Background: an optimization exercise with open tools, aiming at small area, a short achievable clock period and few clock cycles. Do not read the settings as production practice. In this exercise RTL edits were held to simulation tests only and were not proved equivalent to the original. Power is estimated from default activity; no workload was simulated.

==> trial 2 <==
## eadogm_core
module eadogm_core (
    input  wire        clk,
    input  wire        rst,
    input  wire        cmd_valid,
    output wire        cmd_ready,
    input  wire [63:0] cmd_word,
    output wire [2:0]  err,
    output wire [3:0]  cur_page,
    output wire [6:0]  cur_col,
    output wire [7:0]  ret,
    output reg         mem_en,
    output reg         mem_we,
    output reg  [9:0]  mem_addr,
    output reg  [7:0]  mem_wdata,
    input  wire [7:0]  mem_rdata
);
clock: 12.0 ns
lec_check: 0
cap_margin: 80
core_margin: 2
core_utilization: 40
place_density: 0.6
slew_margin: 80
run.sh (not shown) runs the stock make flow with config.mk's settings and CLKGATE_MAP_FILE= SYNTH_SCRIPT=/design/flow/synth_recipe.tcl, a recipe that flattens the netlist after the stock synthesis.
==> inputs of trial 11, as changes to trial 2 <==
==> flow/config.mk (replaced) <==
export PLATFORM = sky130hd
export DESIGN_NAME = eadogm_core
export DESIGN_NICKNAME = eadogm_core
export VERILOG_FILES = /design/flow/design.v
export SDC_FILE = /design/flow/constraint.sdc
export NUM_CORES = 4
export LEC_CHECK = 0
export CAP_MARGIN = 60
export CORE_MARGIN = 2
export CORE_UTILIZATION = 55
export PLACE_DENSITY = 0.7
export SLEW_MARGIN = 60
==> inputs of trial 42, as changes to trial 2 <==
--- a/flow/design.v
+++ b/flow/design.v
@@ -663,19 +663,24 @@
     wire [12:0] tcol_s = rca({5'd0, tcol}, {9'd0, tk}, 1'b0);
     wire [9:0]  t_addr = {tspill ? (tpage + 3'd1) : tpage, tcol_s[6:0]};
     wire [3:0] norm_page  = (page_q == 4'd8) ? 4'd0 : page_q;
     wire       col_wrap   = (col_q > 7'd121);
     wire [3:0] wrap_page  = col_wrap ? (norm_page + 4'd1) : norm_page;
     wire [3:0] glyph_page = (wrap_page == 4'd8) ? 4'd0 : wrap_page;
     wire [6:0] glyph_col  = col_wrap ? 7'd0 : col_q;
     wire [12:0] gcol6_s   = rca({5'd0, glyph_col}, 12'd6, 1'b0);
-    reg        d_putc, d_setpg, d_setcol, d_putcat, d_draw;
+    reg  [7:0] opr;
     reg        tbad_q, mbad_q;
-    wire       d_arc = is_arc;
+    wire d_putc   = (opr == 8'h08);
+    wire d_setpg  = (opr == 8'h09);
+    wire d_setcol = (opr == 8'h0A);
+    wire d_putcat = (opr == 8'h0B);
+    wire d_draw   = (opr != 8'h00) && (opr[7:3] == 5'd0);           
+    wire d_arc    = (opr == 8'h07);
     wire char0_bad = (a0[7:5] == 3'd0) || a0[7];
     wire char2_bad = (a2[7:5] == 3'd0) || a2[7];
     wire is_lf      = (a0 == 8'h0A);
     wire putc_glyph = d_putc && !is_lf && !char0_bad;
     wire setpg_ok   = d_setpg && (a0[7:3] == 5'd0);
     wire setcol_ok  = d_setcol && !ge8(a0, 8'd121);
     wire putcat_ok  = d_putcat && !ge8(a0, 8'd57) && !ge8(a1, 8'd121) && !char2_bad;
     wire draw_ok    = d_draw && !tbad_q && !mbad_q;
@@ -743,17 +748,17 @@
             g_mask = t_mask;
         end
     end
     wire g_go = !g_emit || buf_free;    
     wire walk_end = (state == S_WALK) && buf_free && (wmore == 5'd0) && is_last;
     wire seg_go   = ((state == S_SEG) || walk_end) && seg_avail && pre_ok;
     wire p2_consume = (seg_go && is_arc) || ((state == S_PRIME) && p2_valid);
     wire p3_take    = p3_valid && (!p2_valid || p2_consume);
-    wire p4_take    = p4_valid && !p3_valid;                  
+    wire p4_take    = p4_valid && (!p3_valid || p3_take);
     wire q_busy     = p3_valid || p4_valid;
     wire sxy_wr     = (ready_q && cmd_valid) || seg_go ||
                       ((state == S_PRIME) && p2_valid) || p3_take;
     wire seg_draw = chk_ok && !(is_arc && prev_ok && seg_same);
     always @(posedge clk) begin
         if (rst) begin
             cv       <= 4'd0;
             crd      <= 4'd0;
@@ -903,21 +908,17 @@
                     wy     <= sb1;
                     werr   <= s_e0;
                 end
             end
             case (state)
                 S_IDLE: begin
                     if (cmd_valid) begin
                         a0 <= b0; a1 <= b1; a2 <= b2; a3 <= b3;
-                        d_putc   <= op_putc;
-                        d_setpg  <= op_setpg;
-                        d_setcol <= op_setcol;
-                        d_putcat <= op_putcat;
-                        d_draw   <= op_draw;
+                        opr      <= w_op;
                         tbad_q   <= w_tbad;
                         mbad_q   <= w_mbad;
                         is_rect  <= op_rect;
                         is_arc   <= op_arc;
                         thick    <= w_t[0];
                         mset     <= w_mset | !op_draw;
                         side     <= 2'd0;
                         prev_ok  <= 1'b0;
==> flow/config.mk (replaced) <==
export PLATFORM = sky130hd
export DESIGN_NAME = eadogm_core
export DESIGN_NICKNAME = eadogm_core
export VERILOG_FILES = /design/flow/design.v
export SDC_FILE = /design/flow/constraint.sdc
export NUM_CORES = 4
export LEC_CHECK = 0
export CAP_MARGIN = 60
export CORE_MARGIN = 2
export CORE_UTILIZATION = 40
export PLACE_DENSITY = 0.6
export SLEW_MARGIN = 60
==> notes <==
Clock power, lowest first: trial 42, trial 2, trial 11. The highest total power belongs to trial 2, the lowest to trial 42. Register-to-register slack, highest first: trial 11, trial 42, trial 2. The lowest routed wire length belongs to trial 11, the highest to trial 2. In synthesized cell count, trial 2 and trial 11 do not differ. Global-route usage, lowest first: trial 42, trial 2, trial 11. In trial 42 the combinational power is smaller than in trial 2, by about 20%. Cell area: trial 11 < trial 42 < trial 2.
Testbench counts of trial 2, summed over its fixed seeds: cycles 252,895.
Testbench counts of trial 11, summed over its fixed seeds: cycles 252,895.
Testbench counts of trial 42, summed over its fixed seeds: cycles 252,895.

-- what the ideal ports hide --
The flow's constraints put no driver on any port. The routed layouts listed below were extracted and timed again, unchanged, in two steps. Step 1: set_driving_cell puts a clkbuf_16 on clk and a buf_2 on each other input, an assumption about the parent block. Step 2 also shifts input and output timing later by t, the mid clock arrival at the registers, as if the neighbouring blocks saw the same clock. a / b / c = ideal / step 1 / step 2; a / b = the first two.
run	t, ns	slack for setup (ns)	slew at the worst register clock pin (ns)
trial 2	0.676	6.548 / 6.548 / 6.548	0.07 / 0.07
trial 11	0.708	7.054 / 7.105 / 6.397	0.08 / 0.08
trial 42	0.686	6.943 / 6.943 / 6.546	0.07 / 0.07
After both steps every run listed still meets setup and hold. The setup slack of trial 11, which loses most, moves by +0.051 ns with the drivers and by -0.657 ns with both steps.
